Background: an optimization exercise with open tools, aiming at a short achievable clock period and few clock cycles. Do not read the settings as production practice. RTL that was checked went through simulation tests only; none was proved equivalent to the original. No activity file was given, so power comes from the tool's default toggle rates.

umber:
## ost_ddmd
module ost_ddmd (
    input  wire         clk,
    input  wire         rst,
    input  wire         req_valid,
    output wire         req_ready,
    input  wire [31:0]  req_op,
    input  wire [31:0]  req_in_len,
    input  wire [31:0]  req_out_cap,
    input  wire [95:0]  req_in,         
    output wire         resp_valid,
    input  wire         resp_ready,
    output wire [1:0]   resp_status,
    output wire [31:0]  resp_bytes,
    output wire [319:0] resp_out,       
    output wire         prim_valid,
    output wire [2:0]   prim_cmd,
    output wire [63:0]  prim_addr,
    output wire [63:0]  prim_wdata,
    input  wire         prim_ack,
    input  wire [63:0]  prim_rdata,
    input  wire [15:0]  prim_rlimit,
    input  wire         prim_fault,
    output wire         faulted
);
Size in the first run: roughly 770 I/O pins, roughly 25,000 um2 of cells after synthesis.
==> flow/config.mk <==
export PLATFORM = sky130hd
export DESIGN_NAME = ost_ddmd
export DESIGN_NICKNAME = ost_ddmd
export VERILOG_FILES = /design/flow/design.v
export SDC_FILE = /design/flow/constraint.sdc
export NUM_CORES = 4
export LEC_CHECK = 0
export CAP_MARGIN = 20
export CORE_AREA = 5 5 235 235
export CTS_CLUSTER_DIAMETER = 60
export CTS_CLUSTER_SIZE = 10
export DIE_AREA = 0 0 240 240
export SLEW_MARGIN = 40
export SYNTH_HIERARCHICAL = 1
export SYNTH_MINIMUM_KEEP_SIZE = 0
==> flow/constraint.sdc <==
create_clock -name core_clock -period 10.0 [get_ports {clk}]
set_input_delay 2.0000 -clock core_clock [delete_from_list [all_inputs] [get_ports {clk}]]
set_output_delay 2.0000 -clock core_clock [all_outputs]
set_load 0.01 [all_outputs]
standard.sh (not shown) runs the stock make flow with config.mk's settings and CLKGATE_MAP_FILE= SYNTH_SCRIPT=/design/flow/synth_recipe.tcl, a recipe that flattens the netlist after the stock synthesis.
==> flow/flow/run.sh <==
#!/bin/bash
set -o pipefail
MARGIN=${MARGIN:-7}
bash standard.sh SETUP_SLACK_MARGIN=$MARGIN \
    "BUFFER_PORTS_ARGS=-buffer_cell sky130_fd_sc_hd__buf_4" \
    "PLACE_PINS_ARGS=-min_distance 1 -min_distance_in_tracks" \
    finish > flow_standard.log 2>&1
rc=$?
cp -r orfs/logs/sky130hd/ost_ddmd/base orfs_logs 2>/dev/null
exit $rc
The final layout from umber, which completed every stage, passed the timing, design-rule and antenna checks at the end of the flow.
Testbench counts of umber, summed over its fixed seeds: cycles 50,336.
#### Input delta (maple over umber)
--- a/flow/design.v
+++ b/flow/design.v
@@ -66,39 +66,38 @@
     reg s_rdsreg, s_sgdt, s_fix, s_memlo, s_memhi;
     reg s_clr;       
     reg ready_q, valid_q, pvalid_q;    
     reg [2:0]   cmd_q;
     reg [63:0]  addr_q;
     reg [63:0]  wdata_q;
     reg [1:0]   status_q;
     reg         bytes3_q, bytes5_q;
     reg [2:0]   cmd_o;
     reg [63:0]  addr_o;
-    reg [63:0]  wdata_o;
     reg [3:0]   rq_o;
     reg [12:0]  idx_q;         
     reg         hi_ok_q;       
     reg [63:0]  out_lo;        
     reg [31:0]  f_base_lo;
     reg [31:0]  f_base_hi;
     reg [3:0]   f_type;
     reg         f_s, f_p, f_avl, f_l, f_db, f_g;
     reg [1:0]   f_dpl;
     reg [63:0]  f_raw_lo;
     reg [63:0]  f_raw_hi;
     assign req_ready   = ready_q;
     assign resp_valid  = valid_q;
     assign faulted     = s_fault;
     assign prim_valid  = pvalid_q;
     assign prim_cmd    = cmd_o;
     assign prim_addr   = addr_o;
-    assign prim_wdata  = wdata_o;
+    assign prim_wdata  = wdata_q;
     assign resp_status = rq_o[3:2];
     assign resp_bytes  = {26'd0, rq_o[0], 1'b0, rq_o[1], 3'd0};
     assign resp_out    = {f_raw_hi, f_raw_lo,
                           7'd0, f_g, 7'd0, f_db, 7'd0, f_l, 7'd0, f_avl,
                           7'd0, f_p, 6'd0, f_dpl, 7'd0, f_s, 4'd0, f_type,
                           f_base_hi, f_base_lo, out_lo};
     wire go_rd, go_wr, go_qs;
     wire [1:0] chk_status;
     wire       chk_b3;
     ost_req_check u_chk (
@@ -175,30 +174,27 @@
         .dpl    (dec_dpl),
         .p      (dec_p),
         .avl    (dec_avl),
         .l      (dec_l),
         .db     (dec_db),
         .g      (dec_g)
     );
     wire in_prim = s_prim | s_fix;
     wire [63:0] wdata_d;
     ost_ao22 #(64) u_wdata (.a({64{s_idle}}), .b(req_in[95:32]), .c({64{~s_idle}}), .d(wdata_q), .y(wdata_d));
-    wire [63:0] wdata_od;
-    ost_ao22 #(64) u_wdata_o (.a({64{s_idle}}), .b(req_in[95:32]), .c({64{~s_idle}}), .d(wdata_q), .y(wdata_od));
     wire [3:0] rq_d, rq_od;
     ost_ao22 #(4) u_rq (.a({4{s_idle}}), .b({chk_status, chk_b3, go_qs}),
                         .c({4{~s_idle}}), .d({status_q, bytes3_q, bytes5_q}), .y(rq_d));
     ost_ao22 #(4) u_rq_o (.a({4{s_idle}}), .b({chk_status, chk_b3, go_qs}),
                           .c({4{~s_idle}}), .d({status_q, bytes3_q, bytes5_q}), .y(rq_od));
     always @(posedge clk) begin
         wdata_q <= wdata_d;
-        wdata_o <= wdata_od;
         {status_q, bytes3_q, bytes5_q} <= rq_d;
         rq_o    <= rq_od;
     end
     wire [2:0] cmd_d;
     ost_cmd_next u_cmd (
         .s_idle(s_idle), .s_rdsreg(s_rdsreg), .s_sgdt(s_sgdt), .ack(prim_ack),
         .op(req_op[1:0]), .q(cmd_q), .d(cmd_d)
     );
     wire [2:0] cmd_od;
     ost_cmd_next u_cmd_o (
[summary]
Between maple and umber, global-route wire length before repair is lower for maple, umber comes in above that.
The lower worst reg-to-reg setup slack came out of umber.
maple vs. umber: first-iteration DRC count has decreased; synthesized area down 7.5%.
Looking at detailed-routing iteration count for the pre-antenna-repair pass across maple and umber, the one that comes out higher is umber.
In the reports for maple and umber, the smaller total power belongs to maple.
On clock skew, maple does better than umber.
Only the layout flow was run in maple; the RTL was not checked for function there.

Another version of the RTL of ost_ddmd (not shown whole).
Size: ~1800 cells after synthesis, ~350 flip-flops.
==> flow/design.v (excerpt) <==
module ost_ddmd (
    input  wire         clk,
    input  wire         rst,
    input  wire         req_valid,
    output wire         req_ready,
    input  wire [31:0]  req_op,
    input  wire [31:0]  req_in_len,
    input  wire [31:0]  req_out_cap,
    input  wire [95:0]  req_in,         
    output wire         resp_valid,
    input  wire         resp_ready,
    output wire [1:0]   resp_status,
    output wire [31:0]  resp_bytes,
    output wire [319:0] resp_out,       
    output wire         prim_valid,
    output wire [2:0]   prim_cmd,
    output wire [63:0]  prim_addr,
    output wire [63:0]  prim_wdata,
    input  wire         prim_ack,
    input  wire [63:0]  prim_rdata,
    input  wire [15:0]  prim_rlimit,
    input  wire         prim_fault,
    output wire         faulted
);
Settings: LEC_CHECK=0, ABC_CLOCK_PERIOD_IN_PS=1000, CAP_MARGIN=20, CORE_AREA=10 10 310 310, DIE_AREA=0 0 320 320, SLEW_MARGIN=40; clock period 10.0 ns.
==> flow/flow/run.sh <==
#!/bin/bash
set -o pipefail
MARGIN=${MARGIN:-7}
bash standard.sh SETUP_SLACK_MARGIN=$MARGIN finish > flow_standard.log 2>&1
rc=$?
cp -r orfs/logs/sky130hd/ost_ddmd/base orfs_logs 2>/dev/null
exit $rc
Next try:
--- a/flow/design.v
+++ b/flow/design.v
@@ -124,48 +124,24 @@
     wire [1:0]  sel_rpl;
     wire        sel_ti;
     wire [12:0] sel_index;
     ost_sel_decode u_sel (
         .sel   (prim_rdata[15:0]),
         .rpl   (sel_rpl),
         .ti    (sel_ti),
         .index (sel_index)
     );
     wire sel_unres = sel_ti | (sel_index == 13'd0);
-    function automatic [15:0] prefix16(input [15:0] g, input [15:0] p);
-        reg [15:0] gg, pp;
-        integer s, i;
-        begin
-            gg = g;
-            pp = p;
-            for (s = 1; s < 16; s = s * 2)
-                for (i = 15; i >= s; i = i - 1) begin
-                    gg[i] = gg[i] | (pp[i] & gg[i-s]);
-                    pp[i] = pp[i] & pp[i-s];
-                end
-            prefix16 = gg;
-        end
-    endfunction
-    function automatic gt16(input [15:0] a, input [15:0] b);
-        reg [15:0] gg;
-        begin
-            gg = prefix16(a & ~b, a | ~b);
-            gt16 = gg[15];
-        end
-    endfunction
     wire [13:0] idx1      = {1'b0, idx_q} + 14'd1;
-    wire        lo_in_tbl = ~gt16({idx_q, 3'b111}, prim_rlimit);
-    wire        hi_in_tbl = ~idx1[13] & ~gt16({idx1[12:0], 3'b111}, prim_rlimit);
-    wire [15:0] ea_g      = {3'd0, prim_rdata[15:3] & idx_q};
-    wire [15:0] ea_p      = {3'd0, prim_rdata[15:3] | idx_q};
-    wire [15:0] ea_c      = prefix16(ea_g, ea_p);
-    wire [13:0] ea_mid    = {ea_c[12], (prim_rdata[15:3] ^ idx_q) ^ {ea_c[11:0], 1'b0}};
+    wire        lo_in_tbl = ({1'b0, idx_q} < ({1'b0, prim_rlimit[15:3]} + {13'd0, &prim_rlimit[2:0]}));
+    wire        hi_in_tbl = (idx1 < ({1'b0, prim_rlimit[15:3]} + {13'd0, &prim_rlimit[2:0]}));
+    wire [13:0] ea_mid    = {1'b0, prim_rdata[15:3]} + {1'b0, idx_q};
     wire [63:0] dec_base;
     wire [19:0] dec_limit;
     wire [3:0]  dec_type;
     wire        dec_s, dec_p, dec_avl, dec_l, dec_db, dec_g;
     wire [1:0]  dec_dpl;
     ost_desc_decode u_dec (
         .raw_lo (prim_rdata),
         .raw_hi (64'd0),
         .wide   (1'b0),
         .base   (dec_base),
After rerunning: Cell area barely changes; hold slack barely changes; via count increases slightly; sequential share of layout area barely changes; clock power decreases by a little under a tenth; synthesized cell count increases slightly; fmax decreases slightly.
Function was not checked in any run of this note: the RTL went through the layout flow alone.

## 03-20
Another version of the RTL of ost_ddmd (not shown whole).
Size: roughly 1600 cells after synthesis, ~0.018 sq mm of cells after synthesis.
clock: 10.0 ns
lec_check: 0
abc_clock_period_in_ps: 1000
cap_margin: 20
core_area: 10 10 310 310
die_area: 0 0 320 320
slew_margin: 40
Scripts as last shown in full above: flow/flow/run.sh
Testbench counts of 03-20, summed over its fixed seeds: cycles 50,293.
For 10-06, these inputs were changed with respect to 03-20:
--- a/flow/design.v
+++ b/flow/design.v
@@ -194,19 +194,18 @@
             if (s_rdsreg && prim_ack) begin
                 s_rdsreg <= 1'b0;
                 s_sgdt   <= ~sel_unres;
                 s_prim   <= ~sel_unres;
                 s_done   <= sel_unres;
             end
             if (s_sgdt && prim_ack) begin
                 s_sgdt  <= 1'b0;
-                s_memlo <= lo_in_tbl & ~ea_mid[13];
-                s_fix   <= lo_in_tbl &  ea_mid[13];
-                s_prim  <= lo_in_tbl & ~ea_mid[13];
+                s_memlo <= lo_in_tbl;
+                s_prim  <= lo_in_tbl;
                 s_done  <= ~lo_in_tbl;
             end
             if (s_fix) begin
                 s_fix   <= 1'b0;
                 s_memlo <= 1'b1;
                 s_prim  <= 1'b1;
             end
             if (s_memlo && prim_ack) begin
@@ -255,17 +254,17 @@
         if (s_rdmsr)
             out_lo <= prim_rdata;
         if (s_rdsreg) begin
             out_lo[15:0] <= prim_rdata[15:0];
             idx_q        <= sel_index;
             if (prim_ack) cmd_q <= P_SGDT;
         end
         if (s_sgdt) begin
-            addr_q  <= {prim_rdata[63:16], ea_mid[12:0], prim_rdata[2:0]};
+            addr_q  <= {prim_rdata[63:16] + {47'd0, ea_mid[13]}, ea_mid[12:0], prim_rdata[2:0]};
             hi_ok_q <= hi_in_tbl;
             if (prim_ack) cmd_q <= P_MEMRD;
         end
         if (s_fix)
             addr_q[63:16] <= addr_q[63:16] + 48'd1;
         if (s_memlo) begin
             out_lo[23:16] <= {7'd0, lo_keep};
             out_lo[31:24] <= {7'd0, lo_wide & hi_ok_q};
03-20 reports its slowest cell on the critical path as sky130_fd_sc_hd__or4_4 while 10-06 reports sky130_fd_sc_hd__or2_4. [compare] base=03-20 new=10-06: clock net sink count comparable, buffer count from post-CTS setup fixing now sits higher, number of buffers other than clock buffers in the final layout +about 3.2%, worst setup slack decreased by 0.63 ns relative to the old numbers. Side by side, worst max-slew margin expressed relative to the limit turned out higher in 10-06 than in 03-20. 10-06 falls short of 03-20 in sum of net half-perimeters after detailed placement. Going from 03-20 to 10-06, post-route fraction of the period consumed by the critical path has increased; combined area of all synthesized cells decreased by 1.4% relative to the old numbers. On total detailed-routing wirelength, 10-06 tracks 03-20 almost exactly.
For 10-06, only the layout was checked, not whether the RTL still works.

## static timing again, ports no longer ideal
In the flow no input, the clock included, has a driving cell. The finished layouts below were timed again as built, in two steps.
Step 1 sets driving cells, clkbuf_16 on the clock port and buf_2 on the other inputs (assumed; they add their load-dependent delay and slew).
Step 2 times the ports against the registers' clock, not the clock port: input delays grow and output delays shrink by t, the midpoint of the rising clock arrivals with the driver on.
a / b / c = ideal ports / drivers / drivers and shift; a / b = the first two.
| run | shift t [ns] | slack for setup (ns) | hold slack, ns | worst setup path at the end | slew at the worst register clock pin (ns) |
|---|---|---|---|---|---|
| umber | 0.639 | 6.947 / 6.888 / 6.412 | 0.446 / 0.446 / 0.446 | input to register | 0.06 / 0.06 |
| maple | 0.675 | 6.921 / 6.859 / 6.486 | 0.468 / 0.468 / 0.468 | input to register | 0.06 / 0.06 |
| the first run of note 2 | 0.630 | 6.069 / 6.047 / 5.417 | 0.458 / 0.458 / 0.458 | input to register | 0.07 / 0.07 |
| the second run of note 2 | 0.633 | 6.045 / 6.066 / 5.433 | 0.455 / 0.455 / 0.455 | input to register | 0.07 / 0.07 |
| 03-20 | 0.633 | 6.426 / 6.436 / 5.803 | 0.476 / 0.476 / 0.476 | input to register | 0.06 / 0.06 |
| 10-06 | 0.631 | 5.799 / 5.792 / 5.162 | 0.475 / 0.475 / 0.475 | input to register | 0.07 / 0.07 |
After both steps every run listed still meets setup and hold. The setup slack of the first run of note 2, which loses most, moves by -0.022 ns with the drivers and by -0.652 ns with both steps.
